This design comes from an exercise in tuning for small area on the open sky130 flow, not from production work.
In this exercise RTL edits were held to simulation tests only and were not proved equivalent to the original.
Power is estimated from default activity; no workload was simulated.

==> design.v <==
module fcb_fg (
    input  wire        clk,
    input  wire        rst,
    input  wire [3:0]  col_in,
    input  wire        il_tripped,
    output wire [3:0]  row_out,
    output wire [4:0]  kp_res,
    output reg  [2:0]  cs_speed,
    output reg  [1:0]  cs_mode,
    output reg  [1:0]  cs_thr,
    output wire        duty_we,
    output wire [2:0]  duty_val
);
    localparam [2:0] F_CHECK  = 3'b000,    
                     F_DISP   = 3'b001,    
                     F_WAIT   = 3'b010,
                     F_SAMPLE = 3'b011,
                     F_DISPW  = 3'b100,    
                     F_CHECKW = 3'b101,    
                     F_DISPK  = 3'b110,    
                     F_CHECKK = 3'b111;    
    reg  [2:0] state;
    reg  [6:0] fc;
    wire [1:0] row = fc[3:2];
    wire [1:0] col = fc[1:0];
    wire       window_end = fc[6] & fc[5] & fc[1];    
    wire scanning = (state == F_WAIT) || (state == F_SAMPLE);
    assign row_out = scanning ? ~(4'b0001 << row) : 4'b1111;
    wire show_key = (state == F_DISPK) || (state == F_CHECKK);
    assign kp_res = show_key ? {1'b1, row, col} : 5'd0;
    wire [3:0] active_cols = ~col_in;
    reg  [1:0] first_col;
    always @(*) begin
        if (active_cols[0])      first_col = 2'd0;
        else if (active_cols[1]) first_col = 2'd1;
        else if (active_cols[2]) first_col = 2'd2;
        else                     first_col = 2'd3;
    end
    reg [1:0] op;
    reg [2:0] arg;
    always @(*) begin
        op  = 2'd0;
        arg = 3'd0;
        case ({row, col})
            4'h0: begin op = 2'd1; arg = 3'd1; end
            4'h1: begin op = 2'd1; arg = 3'd2; end
            4'h2: begin op = 2'd1; arg = 3'd3; end
            4'h3: begin op = 2'd2; arg = 3'd1; end
            4'h4: begin op = 2'd1; arg = 3'd4; end
            4'h7: begin op = 2'd2; arg = 3'd2; end
            4'hB: begin op = 2'd2; arg = 3'd3; end
            4'hC: begin op = 2'd3; arg = 3'd1; end
            4'hD: begin op = 2'd1; arg = 3'd0; end
            4'hE: begin op = 2'd3; arg = 3'd2; end
            default: ;
        endcase
    end
    assign duty_val = arg;
    assign duty_we  = (state == F_DISPK) && (op == 2'd1) && (cs_mode == 2'd0) && !il_tripped;
    always @(posedge clk) begin
        if (rst) begin
            state    <= F_CHECK;
            cs_speed <= 3'd0;
            cs_mode  <= 2'd0;
            cs_thr   <= 2'd0;
        end else begin
            case (state)
                F_CHECK: begin
                    fc[3:2] <= 2'd0;
                    state   <= F_WAIT;
                end
                F_WAIT: state <= F_SAMPLE;
                F_SAMPLE: begin
                    if (active_cols != 4'd0) begin
                        fc[1:0] <= first_col;
                        state   <= F_DISPK;
                    end else if (row == 2'd3) begin
                        state   <= F_DISP;
                    end else begin
                        fc[3:2] <= row + 2'd1;
                        state   <= F_WAIT;
                    end
                end
                F_DISP: state <= F_CHECK;
                F_DISPK: begin
                    case (op)
                        2'd1: cs_speed <= arg;
                        2'd2: cs_mode  <= arg[1:0];
                        2'd3: cs_thr   <= arg[1:0];
                        default: ;
                    endcase
                    state <= F_CHECKK;
                end
                F_CHECKK: begin
                    fc    <= 7'd0;
                    state <= F_DISPW;
                end
                F_DISPW: state <= window_end ? F_CHECK : F_CHECKW;
                default: begin               
                    fc    <= fc + 7'd1;
                    state <= F_DISPW;
                end
            endcase
        end
    end
endmodule
module fcb_bg (
    input  wire        clk,
    input  wire        rst,
    input  wire        data_in,
    input  wire [2:0]  cs_speed,
    input  wire [1:0]  cs_mode,
    input  wire [1:0]  cs_thr,
    output wire        data_oe,
    output wire        data_out,
    output reg         il_tripped,
    output reg  [1:0]  sn_status,
    output wire [52:0] disp_word,
    output reg         disp_wr,
    output wire        duty_we,
    output wire [2:0]  duty_val,
    output wire        fresh          
);
    localparam [3:0] B_START     = 4'd0,
                     S_RATE      = 4'd1,
                     S_HIGH      = 4'd2,
                     S_LOW       = 4'd3,
                     S_CAP       = 4'd4,
                     S_DEC       = 4'd5,
                     B_INTERLOCK = 4'd6,
                     B_COOL      = 4'd7,
                     B_PATTERN   = 4'd8,
                     B_DWELL_ON  = 4'd9,
                     B_OFF       = 4'd10,
                     B_DWELL_OFF = 4'd11;
    localparam [1:0] M_UNSET = 2'd0, M_NATURAL = 2'd2, M_SLEEP = 2'd3;
    reg [3:0]  state;
    reg [1:0]  bg_md;
    reg [2:0]  bg_spd;
    reg [10:0] tmr;
    reg [10:0] cnt;
    wire       rd_valid;
    reg [1:0]  tcls;
    reg [31:0] frame;       
    reg [7:0]  ck;          
    reg [2:0]  d_spd;
    reg [1:0]  d_md;
    reg [1:0]  d_thr;
    reg        d_valid;
    reg [31:0] d_rd;
    reg [1:0]  d_st;
    reg        d_warn;
    reg [6:0] spd7;
    always @(*) begin
        casez (d_spd)
            3'b000:  spd7 = 7'd0;
            3'b001:  spd7 = 7'd30;
            3'b010:  spd7 = 7'd60;
            3'b011:  spd7 = 7'd80;
            default: spd7 = 7'd100;
        endcase
    end
    reg [7:0] thr8;
    always @(*) begin
        casez (d_thr)
            2'b00:   thr8 = 8'd100;
            2'b01:   thr8 = 8'd30;
            2'b10:   thr8 = 8'd40;
            default: thr8 = 8'd0;        
        endcase
    end
    assign disp_word = {spd7, d_md, thr8, d_valid, d_rd, d_st, d_warn};
    wire [4:0] td_div10 = frame[7:0] / 8'd10;
    wire [8:0] temp_int = frame[15:8] + {4'd0, td_div10};
    wire rate_limited = (sn_status == 2'd1) && (cnt != 11'd0);
    wire       bit_ev  = cnt[0] && !cnt[7];
    wire       bit_val = tmr[6] | (tmr[5] & tmr[4] & (tmr[3] | tmr[2] | tmr[1]));   
    wire       cx      = bit_val ^ !cnt[6];
    wire [7:0] ck_pos  = 8'd1 << cnt[3:1];
    reg  [7:0] ck_add;
    integer k;
    always @(*) begin
        ck_add[0] = ck_pos[0] & cx;
        for (k = 1; k < 8; k = k + 1)
            ck_add[k] = (ck_pos[k] & cx) | (ck_add[k-1] & ck[k-1]);
    end
    reg ge_sel;
    always @(*) begin
        case (cs_thr)
            2'd0:    ge_sel = (tcls == 2'd3);        
            2'd1:    ge_sel = (tcls != 2'd0);        
            default: ge_sel = tcls[1];               
        endcase
    end
    wire trip = !rd_valid || ge_sel;
    assign data_oe  = (state == S_HIGH) || (state == S_LOW);
    assign rd_valid = d_valid || (sn_status == 2'd1);
    assign data_out = (state == S_HIGH) ||
                      ((state == B_START || state == S_RATE) && sn_status == 2'd0);
    assign fresh    = (state == B_START) && (sn_status == 2'd0);
    assign duty_we = ((state == B_INTERLOCK) && trip) ||
                     ((state == B_PATTERN) && (cs_mode == bg_md) && (bg_md != M_UNSET)) ||
                     ((state == B_OFF) && (cs_mode == bg_md));
    assign duty_val = (state == B_PATTERN) ? bg_spd : 3'd0;
    wire data_changed = (data_in != cnt[0]);
    reg disp_we, disp_warn;
    always @(*) begin
        disp_we   = 1'b0;
        disp_warn = 1'b0;
        case (state)
            B_INTERLOCK: if (trip) begin disp_we = 1'b1; disp_warn = 1'b1; end
            B_PATTERN:   if (cs_mode == bg_md) disp_we = 1'b1;
            B_OFF:       if (cs_mode == bg_md) disp_we = 1'b1;
            default: ;
        endcase
    end
    always @(posedge clk) begin
        if (rst) begin
            d_spd   <= 3'd0;
            d_md    <= 2'd0;
            d_thr   <= 2'd3;
            d_valid <= 1'b0;
            d_rd    <= 32'd0;
            d_st    <= 2'd0;
            d_warn  <= 1'b0;
        end else if (disp_we) begin
            d_spd   <= cs_speed;
            d_md    <= cs_mode;
            d_thr   <= cs_thr;
            d_valid <= rd_valid;
            if (sn_status == 2'd1)
                d_rd <= frame;
            d_st    <= sn_status;
            d_warn  <= disp_warn;
        end
    end
    wire at9    = tmr[3] & tmr[0];
    wire at99   = tmr[6] & tmr[5] & tmr[1] & tmr[0];
    wire at179  = tmr[7] & tmr[5] & tmr[4] & tmr[1] & tmr[0];
    wire at999  = tmr[9] & tmr[8] & tmr[7] & tmr[6] & tmr[5] & tmr[2] & tmr[1] & tmr[0];
    wire at1999 = tmr[10] & tmr[9] & tmr[8] & tmr[7] & tmr[6] & tmr[3] & tmr[2] & tmr[1] & tmr[0];
    wire dwell_end = (bg_md == M_SLEEP) ? at1999 : at999;
    reg tmr_clr;
    always @(*) begin
        case (state)
            S_RATE, B_INTERLOCK, B_PATTERN, B_OFF: tmr_clr = 1'b1;
            S_HIGH:  tmr_clr = at9;
            S_LOW:   tmr_clr = at179;
            S_CAP:   tmr_clr = data_changed;
            B_COOL:  tmr_clr = at1999;
            default: tmr_clr = 1'b0;
        endcase
    end
    always @(posedge clk) begin
        tmr <= tmr_clr ? 11'd0 : tmr + 11'd1;
        if (state != S_CAP && state != B_COOL && cnt != 11'd0)
            cnt <= cnt - 11'd1;
        if (rst) begin
            state      <= B_START;
            il_tripped <= 1'b1;
            sn_status  <= 2'd0;
            disp_wr    <= 1'b0;
        end else begin
            disp_wr <= disp_we;
            case (state)
                B_START: begin
                    bg_md  <= cs_mode;
                    bg_spd <= cs_speed;
                    state  <= S_RATE;
                end
                S_RATE: begin
                    if (rate_limited)
                        state <= B_INTERLOCK;
                    else
                        state <= S_HIGH;
                end
                S_HIGH: begin
                    if (at9)
                        state <= S_LOW;
                end
                S_LOW: begin
                    if (at179) begin
                        cnt   <= 11'd131;
                        ck    <= 8'd1;
                        state <= S_CAP;
                    end
                end
                S_CAP: begin
                    if (data_changed) begin
                        cnt <= cnt - 11'd1;
                        if (cnt != 11'd47) begin
                            if (bit_ev && cnt[6])
                                frame <= {frame[30:0], bit_val};
                            if (bit_ev)
                                ck <= ck ^ ck_add;
                        end else begin
                            state <= S_DEC;             
                        end
                    end else if (at99) begin
                        state <= S_DEC;
                    end
                end
                S_DEC: begin
                    if (cnt != 11'd47) begin
                        sn_status <= 2'd2;               
                    end else if (ck == 8'd0) begin
                        cnt       <= 11'd1999;
                        tcls      <= (temp_int >= 9'd100) ? 2'd3 :
                                     (temp_int >= 9'd40)  ? 2'd2 :
                                     (temp_int >= 9'd30)  ? 2'd1 : 2'd0;
                        sn_status <= 2'd1;               
                    end else begin
                        sn_status <= 2'd3;               
                    end
                    state <= B_INTERLOCK;
                end
                B_INTERLOCK: begin
                    if (trip)
                        cnt    <= 11'd4;
                    il_tripped <= trip;
                    state      <= trip ? B_COOL : B_PATTERN;
                end
                B_COOL: begin
                    if (at1999) begin
                        if (cnt == 11'd0)
                            state <= B_START;
                        else
                            cnt <= cnt - 11'd1;
                    end
                end
                B_PATTERN: begin
                    if (cs_mode == bg_md && (bg_md == M_NATURAL || bg_md == M_SLEEP))
                        state <= B_DWELL_ON;
                    else
                        state <= B_START;
                end
                B_DWELL_ON: begin
                    if (cs_mode != bg_md)
                        state <= B_START;
                    else if (dwell_end)
                        state <= B_OFF;
                end
                B_OFF: begin
                    if (cs_mode != bg_md)
                        state <= B_START;
                    else
                        state <= B_DWELL_OFF;
                end
                B_DWELL_OFF: begin
                    if (cs_mode != bg_md || dwell_end)
                        state <= B_START;
                end
                default: state <= B_START;
            endcase
        end
    end
endmodule
module fcb (
    input  wire        CLK,
    input  wire        RST,
    input  wire [3:0]  COL_IN,
    input  wire        DATA_IN,
    output wire [3:0]  ROW_OUT,
    output wire        COL_PULL,
    output wire        DATA_OE,
    output wire        DATA_OUT,
    output wire        DATA_PU,
    output reg  [15:0] MOTOR_DUTY,
    output reg         MOTOR_WR,
    output wire        MOTOR_EN,
    output wire [52:0] DISP_WORD,
    output wire        DISP_WR,
    output wire        IL_TRIPPED,
    output wire [1:0]  SN_STATUS,
    output wire [4:0]  KEY_CODE
);
    wire [2:0] cs_speed;
    wire [1:0] cs_mode;
    wire [1:0] cs_thr;
    wire       fg_duty_we, bg_duty_we, bg_fresh;
    wire [2:0] fg_duty, bg_duty;
    reg  [2:0] duty;
    fcb_fg u_fg (
        .clk        (CLK),
        .rst        (RST),
        .col_in     (COL_IN),
        .il_tripped (IL_TRIPPED),
        .row_out    (ROW_OUT),
        .kp_res     (KEY_CODE),
        .cs_speed   (cs_speed),
        .cs_mode    (cs_mode),
        .cs_thr     (cs_thr),
        .duty_we    (fg_duty_we),
        .duty_val   (fg_duty)
    );
    fcb_bg u_bg (
        .clk        (CLK),
        .rst        (RST),
        .data_in    (DATA_IN),
        .cs_speed   (cs_speed),
        .cs_mode    (cs_mode),
        .cs_thr     (cs_thr),
        .data_oe    (DATA_OE),
        .data_out   (DATA_OUT),
        .il_tripped (IL_TRIPPED),
        .sn_status  (SN_STATUS),
        .disp_word  (DISP_WORD),
        .disp_wr    (DISP_WR),
        .duty_we    (bg_duty_we),
        .duty_val   (bg_duty),
        .fresh      (bg_fresh)
    );
    assign COL_PULL = 1'b1;
    assign DATA_PU  = ~DATA_OE;
    assign MOTOR_EN = ~bg_fresh;
    always @(*) begin
        casez (duty)
            3'b000:  MOTOR_DUTY = 16'd0;
            3'b001:  MOTOR_DUTY = 16'd19660;
            3'b010:  MOTOR_DUTY = 16'd39321;
            3'b011:  MOTOR_DUTY = 16'd52428;
            default: MOTOR_DUTY = 16'd65535;
        endcase
    end
    always @(posedge CLK) begin
        if (RST) begin
            duty     <= 3'd0;
            MOTOR_WR <= 1'b0;
        end else begin
            MOTOR_WR <= bg_duty_we | fg_duty_we;
            if (bg_duty_we)
                duty <= bg_duty;
            else if (fg_duty_we)
                duty <= fg_duty;
        end
    end
endmodule
==> flow/run.sh <==
#!/bin/bash
# Layout: the standard flow (standard.sh) with these changes:
#  - synthesis runs synth_recipe.tcl with flow/abc_override.tcl added after its
#    first line, so abc maps the logic with the area-oriented flow/area.abc, and
#    without ORFS's adder pre-mapping (ADDER_MAP_FILE empty);
#  - the port buffers are the smallest buffer cell;
#  - clock tree synthesis uses clkbuf_4 leaf buffers under a clkbuf_8 root and
#    inserts no dummy loads.
# Every tool's output is in the ORFS logs (orfs/logs/...) and in standard_make.log.
set -euo pipefail
W=$(pwd)
{ head -n 1 synth_recipe.tcl; cat flow/abc_override.tcl; tail -n +2 synth_recipe.tcl; } > own_synth.tcl
export OWN_ABC_SCRIPT=$W/flow/area.abc
bash standard.sh SYNTH_SCRIPT=$W/own_synth.tcl ADDER_MAP_FILE= \
  "BUFFER_PORTS_ARGS=-buffer_cell sky130_fd_sc_hd__buf_1" \
  "CTS_ARGS=-sink_clustering_enable -repair_clock_nets -buf_list sky130_fd_sc_hd__clkbuf_4 -root_buf sky130_fd_sc_hd__clkbuf_8 -dont_use_dummy_load" \
  finish > standard_make.log 2>&1
==> flow/abc_override.tcl <==
# Map the logic with flow/area.abc instead of the script ORFS picks. Only the
# abc step changes: registers are inferred and mapped as in the standard synthesis.
proc abc {args} {
  set i [lsearch -exact $args -script]
  if { $i >= 0 } { lset args [expr {$i + 1}] $::env(OWN_ABC_SCRIPT) }
  yosys abc {*}$args
}
==> flow/area.abc <==
strash
ifraig
scorr
dc2
strash
&get -n
&deepsyn -J 200 -T 300
&dc2
&put
dch -f
amap
strash
dch -f
amap
==> standard.sh <==
#!/bin/bash
# synth_recipe.tcl (not shown) runs the flow's synth.tcl, then flattens the netlist and writes it again
# the make line also repeats each setting of config.mk as NAME=value (left out here)
make -C /OpenROAD-flow-scripts/flow DESIGN_CONFIG=/design/flow/config.mk WORK_HOME=/design/flow/orfs CLKGATE_MAP_FILE= SYNTH_SCRIPT=/design/flow/synth_recipe.tcl "${@:-finish}"
==> config.mk <==
export PLATFORM = sky130hd
export DESIGN_NAME = fcb
export DESIGN_NICKNAME = fcb
export VERILOG_FILES = /design/flow/design.v
export SDC_FILE = /design/flow/constraint.sdc
export NUM_CORES = 4
export LEC_CHECK = 0
export CAP_MARGIN = 20
export CORE_MARGIN = 2
export CORE_UTILIZATION = 60
export SLEW_MARGIN = 20
==> constraint.sdc <==
create_clock -name core_clock -period 10.0 [get_ports {CLK}]
set_input_delay 2.0000 -clock core_clock [delete_from_list [all_inputs] [get_ports {CLK}]]
set_output_delay 2.0000 -clock core_clock [all_outputs]
set_load 0.01 [all_outputs]
==> run notes <==
==> worst max-delay path, cell delays in order <==
cell	delay (ns)
sky130_fd_sc_hd__buf_1	0.07
sky130_fd_sc_hd__clkinv_1	0.08
sky130_fd_sc_hd__o21ai_0	0.21
sky130_fd_sc_hd__nand2_1	0.09
sky130_fd_sc_hd__a31oi_1	0.23
sky130_fd_sc_hd__o21bai_1	0.40
sky130_fd_sc_hd__o221ai_1	0.30
sky130_fd_sc_hd__o21ai_0	0.19
sky130_fd_sc_hd__nand2_1	0.13
sky130_fd_sc_hd__nor2_1	0.15
sky130_fd_sc_hd__clkinv_1	0.10
sky130_fd_sc_hd__nor2_1	0.14
sky130_fd_sc_hd__clkinv_1	0.09
sky130_fd_sc_hd__nor2_1	0.13
sky130_fd_sc_hd__clkinv_1	0.09
sky130_fd_sc_hd__nor2_1	0.14
sky130_fd_sc_hd__clkinv_1	0.10
sky130_fd_sc_hd__nor2_1	0.14
sky130_fd_sc_hd__clkinv_1	0.10
sky130_fd_sc_hd__nor2_1	0.17
sky130_fd_sc_hd__clkinv_1	0.12
sky130_fd_sc_hd__nor2_1	0.14
sky130_fd_sc_hd__nand2_1	0.08
sky130_fd_sc_hd__a21oi_1	0.15
sky130_fd_sc_hd__nor2_1	0.05
==> routing by layer <==
layer | GRT usage (%) | up-vias | share of wire [%]
met4 | 8.98 | 0 | 1.3
met2 | 39.3 | 147 | 47
met5 | 0 | - | 0
met3 | 6.17 | 13 | 5.7
met1 | 34.1 | 2366 | 46
li1 | - | 2506 | -
==> cells by family after synthesis <==
kind of cell / synth area share, %
buf+inv: 7.04
flops: 56.3
compound gates: 17.7
other cells: 0.126
simple gates: 18.9
==> cells in the mapped netlist (7+ instances only) <==
master,number
sky130_fd_sc_hd__nand3_1,26
sky130_fd_sc_hd__clkinv_1,73
sky130_fd_sc_hd__nor2b_1,7
sky130_fd_sc_hd__o21ai_0,42
sky130_fd_sc_hd__o22ai_1,12
sky130_fd_sc_hd__edfxtp_1,54
sky130_fd_sc_hd__a32o_1,27
sky130_fd_sc_hd__buf_4,19
sky130_fd_sc_hd__a211oi_1,12
sky130_fd_sc_hd__nor3_1,30
sky130_fd_sc_hd__a21oi_1,35
sky130_fd_sc_hd__dfxtp_1,87
sky130_fd_sc_hd__nand2_1,37
sky130_fd_sc_hd__or2_0,7
sky130_fd_sc_hd__nor2_1,129
==> area by class of cell <==
cell class | count | area, µm² | share of cell area [%]
Sequential cell | 141 | 3360 | 51.7
Multi-Input combinational cell | 419 | 2210 | 33.9
Timing Repair Buffer | 94 | 368 | 5.65
Inverter | 73 | 274 | 4.21
Tap cell | 133 | 166 | 2.56
Clock buffer | 17 | 134 | 2.06
==> how the worst max path moves through the flow <==
stage               startpoint                          to  slack, ns  cells past startpoint
global route           DATA_IN         u_bg.cnt[9]$_DFF_P_       4.13                     25
finish                 DATA_IN         u_bg.cnt[9]$_DFF_P_       4.66                     25
CTS                        RST   u_bg.d_rd[5]$_SDFFE_PP0P_       4.69                      7
floorplan              DATA_IN         u_bg.cnt[9]$_DFF_P_       4.94                     24
global placement           RST   u_bg.d_rd[0]$_SDFFE_PP0P_       4.38                      7
detailed placement         RST  u_bg.d_rd[24]$_SDFFE_PP0P_       4.24                      7
==> state kept, by name (all words and copies together), names as in the netlist, 4 cells and up <==
| signal | cells |
|---|---|
| u_bg.ck | 8 |
| u_bg.cnt | 11 |
| u_bg.d_rd | 32 |
| u_bg.frame | 32 |
| u_bg.state | 4 |
| u_bg.tmr | 11 |
| u_fg.fc | 7 |
==> report_power, final <==
part / internal, µW / switching, µW
clock network: 83.6 / 164
logic: 72.0 / 137
registers: 636 / 43.5
==> per-stage QoR <==
| step | hold slack (ns) | area [µm²] | total power, µW |
|---|---|---|---|
| 3_5_place_dp | 0.433 | 6370 | 896 |
| 2_1_floorplan | 0.416 | 5980 | 842 |
| 4_1_cts | 0.434 | 6510 | 1140 |
| 5_1_grt | 0.431 | 6510 | 1210 |
| 3_3_place_gp | 0.429 | 6370 | 887 |
| 6_report | 0.433 | 6510 | 1140 |
==> run notes <==
Detailed routing:
- The detailed router finished its first iteration with 309 violations.
- The vias after detailed routing is 5032.
- The number of antenna-violating nets in the routed design is 0.
- The per-cell routed wire length is 15.0 µm.
- The detailed-route vias per instance is 5.74.
- The aggregate routed wire length is 13200 µm.
- The first TritonRoute pass finished after 5 iterations.
- The remaining design rule violation count is 0.

Logic synthesis:
- The most used flip-flop cell after synthesis is sky130_fd_sc_hd__dfxtp_1.
- The cell taking the most area after synthesis is sky130_fd_sc_hd__dfxtp_1.
- The fraction of post-synthesis cell area in the top cell type by area is 29.2%.
- The post-synthesis instance total is 651.
- In this run, synthesis inferred 54 flip-flops with an integrated enable.
- In this run, distinct cell masters in the synthesized netlist total 35.
- For this run, the number of Yosys warnings is 3.
- The average instance in the mapped netlist occupies 9.17 µm².
- The register bit count reported by yosys is 141.
- In the post-synthesis netlist, the biggest area contributors are sky130_fd_sc_hd__dfxtp_1 29%, sky130_fd_sc_hd__edfxtp_1 27%, sky130_fd_sc_hd__nor2_1 8.1%.
- The sequential element share of the synthesized area is 56.3%.
- Of all flip-flops after synthesis, the portion carrying an async set or reset was 0%.
- After synthesis the cells add up to 5970 µm².

Critical path:
- Of all nets on the critical path, the largest fanout is 11.
- The worst setup slack for register-to-register paths is 5.65 ns.
- The required time at the endpoint of the critical path is 10.26 ns.
- At the worst endpoint, the arrival time is 5.60 ns.
- In this run the critical register-to-register path is captured at u_bg.cnt[9]$_DFF_P_.
- The sort of element at the start of the critical path is a primary input.
- In this run the critical register-to-register path is launched from u_bg.state[2]$_SDFFE_PP0P_.
- Measured in cells, the most critical reg-to-reg path has a length of 27.
- The sort of element at the end of the critical path is a flip-flop.
- By startpoint and endpoint, the worst setup path is classified as in -> reg.

Placement:
- Routability-driven placement finished with a final weighted congestion of 0.887.
- The post-placement cell count is 860.
- Prior to clock tree synthesis, the placed netlist has a worst setup slack of 4.24 ns.
- Once detailed placement completed, the half-perimeter wirelength came to 9600 µm.
- Buffers placed on the I/O ports in this run total 90.

CTS:
- Counting along the longest clock path gives a buffer depth of 2.
- The H-tree was split into 4 levels.
- The quantity of gates resized following cts is 0.
- The number of clock buffers added by TritonCTS is 17.
- After clock tree synthesis, the clock-pin slew on the worst setup and hold paths is 0.12 ns.
- The clock tree from TritonCTS is yes.
- The count of hold buffers inserted by post-cts repair is 0.
- The root buffer cell chosen for the clock tree is sky130_fd_sc_hd__clkbuf_8.
- The clock net in this run drives a total of 141 sinks.
- The setup fix buffers added after clock tree synthesis is 0.
- The insertion delay to the later sink of the worst-skew pair is 0.41 ns.

STA:
- For the final database, setup skew stands at 0.0370 ns.
- In the post-route analysis, the smallest setup slack over all paths is 4.66 ns.
- At the pin with the least slew margin, the transition time is 0.784 ns.
- The total setup violations reported at the end of the flow is 0.
- The number of pins with negative max-slew slack in the final report is 0.
- The max-slew headroom at the worst pin is 47.6%.
- After layout, the minimum clock period comes to 5.34 ns.
- The setup total negative slack is 0 ns.
- Setup repair after global routing left no endpoint under its margin.
- The highest clock rate is 187 MHz.
- The final worst-path cycle share is 53.4%.
- The final-report hold violation count came to 0.

Power:
- The maximum vdd ir drop is 0.136 mV.
- For this design the ratio of total power to cell area is 174 nW/µm².
- The analysis attributes to cell leakage a power of 0.00217 µW.

Final layout:
- Leaving out fill and tap cells, the most frequent cell in the layout is sky130_fd_sc_hd__nor2_1.
- The filler cells instantiated in the layout total 829.
- Leaving out fill and tap cells, the most frequent cells in the layout are 128 x sky130_fd_sc_hd__nor2_1, 90 x sky130_fd_sc_hd__buf_1, 87 x sky130_fd_sc_hd__dfxtp_1.
- The post-route core utilization is 66.9%.
- Once layout is complete, the cells apart from fillers number 877.
- Cells with a size suffix above 1 make up 3.23% of the layout.
- The final layout net count is 753.
- The number of antenna diodes in the final layout is 0.
- Compared with the post-synthesis result, the final layout area differs by 9.03%.

Hold path:
- The worst hold path was traced through 0 stages.
- For hold timing, the worst endpoint is u_bg.frame[30]$_DFFE_PP_.
- The startpoint identified for the worst hold timing path is u_bg.frame[29]$_DFFE_PP_.
- The type of the most critical hold path is reg -> reg.

Die:
- The initial core utilization is 61.4%.
- The y dimension of the die is 104 µm.
- The total core area is 9730 µm².
- After floorplanning, the core was divided into 36 placement rows.
- During I/O placement, the number of pins put on the boundary was 95.
- The die covers 10800 µm².
- The die is 104 µm wide.

Global route:
- Global routing used 25.0% of the available tracks across all layers.
- The number of antenna violations at the first check in global routing is 0.
- The number of global-route vias before repair was 4615.
- After global routing the overflow that remains totals 0.
- The wire length of the first global-routing pass is 21700 µm.
- Entering global routing, the biggest net connects 48 pins.

Flow run:
- Across the run, the number of max-cap violations was 0.

Run status:
- The flow ran to the end and the layout has no timing, DRC or antenna violations.

## separate check: timing with driven ports
No port has a modelled driver above. Below, the same layout with a new extraction and two added sets of constraints.
Step 1: set_driving_cell puts a clkbuf_16 on CLK and a buf_2 on each other input, an assumption about the parent block.
Step 2, shift: input delay + t, output delay - t, t = (earliest + latest rising clock arrival at the registers) / 2. This alone moves slack from input paths to output paths.
Slacks: no drivers / after step 1 / after step 2; pairs: no drivers / after step 1.
t, ns: 0.426
setup slack, ns: 4.663 / 4.667 / 4.241
latest minus earliest clock arrival (ns): 0.041 / 0.041
worst register clock-pin slew, ns: 0.12 / 0.12
worst slew at a driven data input, ns: 0.03
After both steps this run still meets setup and hold. For this run, drivers alone change the setup slack by +0.004 ns; drivers and shift together by -0.422 ns.
